What follows belongs to an exercise in optimizing a design on an open flow for small area, a short achievable clock period and few clock cycles per item; a production flow would make more cautious choices. RTL that was checked went through simulation tests only; none was proved equivalent to the original. Power figures rest on the tool's default switching activity, not on a simulated workload.

==> onyx <==
==> flow/design.v <==
module bigreg_bcd (
    input  wire         clk,
    input  wire         rst,       
    input  wire         start,     
    input  wire         op,        
    input  wire [127:0] src,
    output wire         ready,
    output reg          done,
    output wire [255:0] result
);
    localparam K  = 4;             
    localparam NC = 128 / K;       
    localparam PW = $clog2(NC);
    localparam NI = 39;            
    localparam F0 = 26;            
    reg          busy;
    reg          last;             
    reg          op_r;
    reg          run_i, run_f;     
    reg [PW-1:0] ptr;              
    reg [K-1:0]  chunk_r;          
    reg [127:0]  work;
    reg [255:0]  res;
    assign ready  = !busy;
    assign result = res;
    reg [NC-1:0] nz, a, hi;
    reg [PW-1:0] top;
    integer c, k, b0;
    always @(*) begin
        nz = {NC{1'b0}};
        for (c = 1; c < NC - 2; c = c + 1)
            nz[c] = |src[c*K +: K];
        a = nz;
        for (k = 0; k < PW; k = k + 1)
            for (c = 0; c < NC; c = c + 1) begin
                b0 = (c >> (k + 1)) << (k + 1);
                if (c < b0 + (1 << k))
                    a[c] = a[c] | a[b0 + (1 << k)];
            end
        for (c = 0; c < NC - 1; c = c + 1)
            hi[c] = nz[c] & ~a[c+1];
        hi[NC-1] = nz[NC-1];
        for (k = 0; k < PW; k = k + 1) begin
            top[k] = 1'b0;
            for (c = 0; c < NC; c = c + 1)
                if ((c >> k) & 1)
                    top[k] = top[k] | hi[c];
        end
    end
    wire top_nz = |src[127 -: 2*K];
    wire [PW-1:0] q1    = (op | top_nz) ? NC - 3 : top;
    wire [PW-1:0] csel  = ptr ^ {PW{op_r}};
    wire [K-1:0]  chunk = work[csel*K +: K];
    reg  [K-1:0]  chunk_ord;
    integer j;
    always @(*)
        for (j = 0; j < K; j = j + 1)
            chunk_ord[j] = op_r ? chunk[j] : chunk[K-1-j];
    reg  [K-1:0]  chunk_in;
    always @(*)
        for (j = 0; j < K; j = j + 1)
            chunk_in[j] = op ? src[K+j] : src[127-K-j];
    wire [3:0]  ci4 = src[127:124];
    wire [7:0]  init_i = (ci4 >= 4'd10) ? {4'd1, ci4 - 4'd10} : {4'd0, ci4};
    reg  [15:0] init_f;
    always @(*)
        case (src[3:0])
        4'd0:  init_f = 16'h0000;  4'd1:  init_f = 16'h0625;
        4'd2:  init_f = 16'h1250;  4'd3:  init_f = 16'h1875;
        4'd4:  init_f = 16'h2500;  4'd5:  init_f = 16'h3125;
        4'd6:  init_f = 16'h3750;  4'd7:  init_f = 16'h4375;
        4'd8:  init_f = 16'h5000;  4'd9:  init_f = 16'h5625;
        4'd10: init_f = 16'h6250;  4'd11: init_f = 16'h6875;
        4'd12: init_f = 16'h7500;  4'd13: init_f = 16'h8125;
        4'd14: init_f = 16'h8750;  default: init_f = 16'h9375;
        endcase
    wire [255:0] init = op ? {init_f, 240'd0} : {248'd0, init_i};
    wire [255:0] lv [0:K];
    assign lv[0] = res;
    genvar l, i;
    generate
        for (l = 0; l < K; l = l + 1) begin : g_lvl
            wire bit_in = chunk_r[l];
            wire [255:0] d = lv[l];
            wire [255:0] n;
            for (i = 0; i < 64; i = i + 1) begin : g_dig
                wire [3:0] x = d[4*i +: 4];
                wire [3:0] ni, nf;
                if (i == NI - 1) begin : g_it
                    wire ci = d[4*i-1] | (d[4*i-2] & (d[4*i-3] | d[4*i-4]));
                    assign ni = {x[2:0], ci};
                end else if (i < NI) begin : g_i
                    wire ci = (i == 0) ? bit_in
                            : (d[4*i-1] | (d[4*i-2] & (d[4*i-3] | d[4*i-4])));
                    wire m2 = (x[2] & ~x[1] & ~x[0]) | (x[3] & x[0]);
                    wire m1 = (~x[2] & x[1]) | (x[2] & x[1] & x[0]) | (x[3] & ~x[0]);
                    wire m0 = (~x[3] & ~x[2] & x[0]) | (x[2] & x[1] & ~x[0]) | (x[3] & ~x[0]);
                    assign ni = {m2, m1, m0, ci};
                end else begin : g_ni
                    assign ni = 4'd0;
                end
                if (i >= F0) begin : g_f
                    wire b  = (i == 63) ? bit_in : d[4*i+4];
                    wire t  = x[3] | (x[2] & x[1]);
                    wire f3 = b & t;
                    wire f2 = (b & ~t) | (~b & x[3]);
                    wire f1 = (b & x[2] & ~x[1]) | (b & ~x[2] & x[1]) | (~b & x[2]);
                    wire f0 = (b & ~x[1]) | (~b & x[1]);
                    assign nf = {f3, f2, f1, f0};
                end else begin : g_nf
                    assign nf = 4'd0;
                end
                if (i < F0) begin : g_oi
                    assign n[4*i +: 4] = ni;
                end else if (i >= NI) begin : g_of
                    assign n[4*i +: 4] = nf;
                end else begin : g_ob
                    wire sel = (l % 3 == 0) ? op_r : (l % 3 == 1) ? run_f : !run_i;
                    assign n[4*i +: 4] = sel ? nf : ni;
                end
            end
            assign lv[l+1] = n;
        end
    endgenerate
    wire [255:0] keep = {{(256-4*F0){run_f}}, {(4*F0){run_i}}} |
                        {{(256-4*NI){1'b0}}, {(4*(NI-F0)){busy}}, {(4*F0){1'b0}}};
    always @(posedge clk) begin
        if (!busy) begin
            op_r    <= op;
            work    <= src;
            chunk_r <= chunk_in;
            ptr     <= q1;
            last    <= 1'b0;
        end else begin
            chunk_r <= chunk_ord;
            ptr     <= ptr - 1'b1;
            last    <= (ptr == {PW{1'b0}});
        end
        if (rst) begin
            busy  <= 1'b0;
            run_i <= 1'b0;
            run_f <= 1'b0;
            done  <= 1'b0;
        end else begin
            done <= 1'b0;
            if (!busy) begin
                if (start) begin
                    busy  <= 1'b1;
                    run_i <= !op;
                    run_f <= op;
                end
            end else begin
                if (last) begin
                    busy  <= 1'b0;
                    run_i <= 1'b0;
                    run_f <= 1'b0;
                    done  <= 1'b1;
                end
            end
        end
        res <= busy ? (lv[K] & keep) : init;
    end
endmodule
==> flow/flow/run.sh <==
#!/bin/bash
set -euo pipefail
bash standard.sh SETUP_SLACK_MARGIN=6.5 finish > standard.log 2>&1
==> flow/standard.sh <==
#!/bin/bash
# synth_recipe.tcl (not shown) runs the flow's synth.tcl, then flattens the netlist and writes it again
# the make line also repeats each setting of config.mk as NAME=value (left out here)
make -C /OpenROAD-flow-scripts/flow DESIGN_CONFIG=/design/flow/config.mk WORK_HOME=/design/flow/orfs CLKGATE_MAP_FILE= SYNTH_SCRIPT=/design/flow/synth_recipe.tcl "${@:-finish}"
==> flow/config.mk <==
export PLATFORM = sky130hd
export DESIGN_NAME = bigreg_bcd
export DESIGN_NICKNAME = bigreg_bcd
export VERILOG_FILES = /design/flow/design.v
export SDC_FILE = /design/flow/constraint.sdc
export NUM_CORES = 4
export LEC_CHECK = 0
export ABC_AREA = 1
export CAP_MARGIN = 20
export CORE_MARGIN = 2
export CORE_UTILIZATION = 40
export SETUP_SLACK_MARGIN = 5
export SLEW_MARGIN = 20
==> flow/constraint.sdc <==
create_clock -name core_clock -period 10.0 [get_ports {clk}]
set_input_delay 2.0000 -clock core_clock [delete_from_list [all_inputs] [get_ports {clk}]]
set_output_delay 2.0000 -clock core_clock [all_outputs]
set_load 0.01 [all_outputs]
==> umber (differences from onyx) <==
--- a/flow/design.v
+++ b/flow/design.v
@@ -12,3 +12,3 @@
     localparam NC = 128 / K;       
-    localparam PW = $clog2(NC);
+    localparam PW = 5;             
     localparam NI = 39;            
==> flow/flow/run.sh (replaced) <==
#!/bin/bash
set -euo pipefail
bash standard.sh SETUP_SLACK_MARGIN=6.9 \
  "BUFFER_PORTS_ARGS=-buffer_cell sky130_fd_sc_hd__buf_1" \
  "CTS_ARGS=-sink_clustering_enable -repair_clock_nets -dont_use_dummy_load" \
  finish > standard.log 2>&1
- CORE_UTILIZATION: 40 -> 60
==> violet (differences from onyx) <==
--- a/flow/design.v
+++ b/flow/design.v
@@ -12,3 +12,3 @@
     localparam NC = 128 / K;       
-    localparam PW = $clog2(NC);
+    localparam PW = 5;             
     localparam NI = 39;            
==> flow/flow/run.sh (replaced) <==
#!/bin/bash
set -euo pipefail
bash standard.sh SETUP_SLACK_MARGIN=6.8 \
  "BUFFER_PORTS_ARGS=-buffer_cell sky130_fd_sc_hd__buf_1" \
  "CTS_ARGS=-sink_clustering_enable -repair_clock_nets -dont_use_dummy_load" \
  finish > standard.log 2>&1
- CORE_UTILIZATION: 40 -> 60
==> impl_results.html <==
<table>
<tr><th>Metric</th><th>Value</th></tr>
<tr><th colspan="2">Cells and area</th></tr>
<tr><td>Multi-input gate area</td><td>0.0183 mm^2</td></tr>
<tr><td>Post-route core utilization</td><td>0.487</td></tr>
<tr><th colspan="2">Drt</th></tr>
<tr><td>Vias per inst</td><td>a little over 5</td></tr>
<tr><td>Detailed router's first-iteration violation count</td><td>approximately 2200</td></tr>
<tr><td>Met3 Routed Length</td><td>slightly above 6 mm</td></tr>
<tr><th colspan="2">Timing</th></tr>
<tr><td>Clock skew after layout</td><td>about 0.028 ns</td></tr>
<tr><th colspan="2">Worst setup path</th></tr>
<tr><td>CP Max Fanout</td><td>5</td></tr>
<tr><th colspan="2">Outcome</th></tr>
<tr><td>Result of the run</td><td>timing/DRC/antenna clean</td></tr>
<tr><th colspan="2">Placed design</th></tr>
<tr><td>Half-perimeter wire length after placement</td><td>around 74 mm</td></tr>
</table>
the above is filed under onyx

==> impl_results.html <==
<table>
<tr><th>Metric</th><th>Value</th></tr>
<tr><th colspan="2">Cells and area</th></tr>
<tr><td>Multi-input gate area</td><td>between 0.015 and 0.02 mm^2</td></tr>
<tr><td>Post-route core utilization</td><td>0.712</td></tr>
<tr><th colspan="2">Placed design</th></tr>
<tr><td>Half-perimeter wire length after placement</td><td>66.6 mm</td></tr>
<tr><th colspan="2">Drt</th></tr>
<tr><td>Detailed router's first-iteration violation count</td><td>2533</td></tr>
<tr><td>Vias per inst</td><td>between 5 and 6</td></tr>
<tr><td>Met3 Routed Length</td><td>8.93 mm</td></tr>
<tr><th colspan="2">Worst setup path</th></tr>
<tr><td>CP Max Fanout</td><td>2</td></tr>
<tr><th colspan="2">Outcome</th></tr>
<tr><td>Result of the run</td><td>timing/DRC/antenna clean</td></tr>
</table>
the above is filed under umber

==> impl_results.html <==
<table>
<tr><th>Metric</th><th>Value</th></tr>
<tr><th colspan="2">Timing</th></tr>
<tr><td>Clock skew after layout</td><td>~0.065 ns</td></tr>
<tr><th colspan="2">Cells and area</th></tr>
<tr><td>Post-route core utilization</td><td>0.679</td></tr>
<tr><td>Post-route non-filler standard cell count</td><td>between 6000 and 7000</td></tr>
<tr><td>Clock buffers</td><td>46</td></tr>
<tr><td>Multi-input gate area</td><td>roughly 0.018 mm^2</td></tr>
<tr><th colspan="2">Drt</th></tr>
<tr><td>Vias per inst</td><td>between 5 and 6</td></tr>
<tr><td>Met3 Routed Length</td><td>about 8 mm</td></tr>
<tr><td>Detailed router's first-iteration violation count</td><td>2458</td></tr>
<tr><th colspan="2">GRT</th></tr>
<tr><td>Met3 global-route usage</td><td>0.0763</td></tr>
<tr><th colspan="2">Pwr</th></tr>
<tr><td>Combinational group power</td><td>between 2 and 2.5 mW</td></tr>
<tr><td>Relative contribution of sequential cells to total power</td><td>0.334</td></tr>
<tr><th colspan="2">Outcome</th></tr>
<tr><td>Result of the run</td><td>timing/DRC/antenna clean</td></tr>
<tr><th colspan="2">Placed design</th></tr>
<tr><td>Half-perimeter wire length after placement</td><td>66.7 mm</td></tr>
<tr><th colspan="2">Worst setup path</th></tr>
<tr><td>CP Max Fanout</td><td>7</td></tr>
</table>
the above is filed under violet

Testbench counts of umber, summed over its fixed seeds: cycles 10,856, items 384.
Testbench counts of violet, summed over its fixed seeds: cycles 10,856, items 384.
The RTL of onyx was laid out without a check of its function.

[static timing again, ports no longer ideal]
The flow's constraints put no driver on any port. The routed layouts listed below were extracted and timed again, unchanged, in two steps. Step 1 (the two cells are an assumption about what drives the block):
set clk [get_ports {clk}]
set_driving_cell -lib_cell sky130_fd_sc_hd__clkbuf_16 $clk
set_driving_cell -lib_cell sky130_fd_sc_hd__buf_2 [delete_from_list [all_inputs] $clk]
Step 2 also shifts input and output timing later by t, the mid clock arrival at the registers, as if the neighbouring blocks saw the same clock. a / b / c = ideal ports / drivers / drivers and shift; a / b = the first two.
run | shift t [ns] | setup slack, ns | slew at the worst register clock pin (ns)
onyx | 0.673 | 6.547 / 6.483 / 5.901 | 0.06 / 0.06
umber | 0.635 | 6.795 / 6.730 / 6.241 | 0.07 / 0.07
violet | 0.631 | 6.744 / 6.682 / 6.219 | 0.06 / 0.06
After both steps setup and hold are still met in every run listed. For onyx, which loses most, drivers alone change the setup slack by -0.064 ns; drivers and shift together by -0.646 ns.
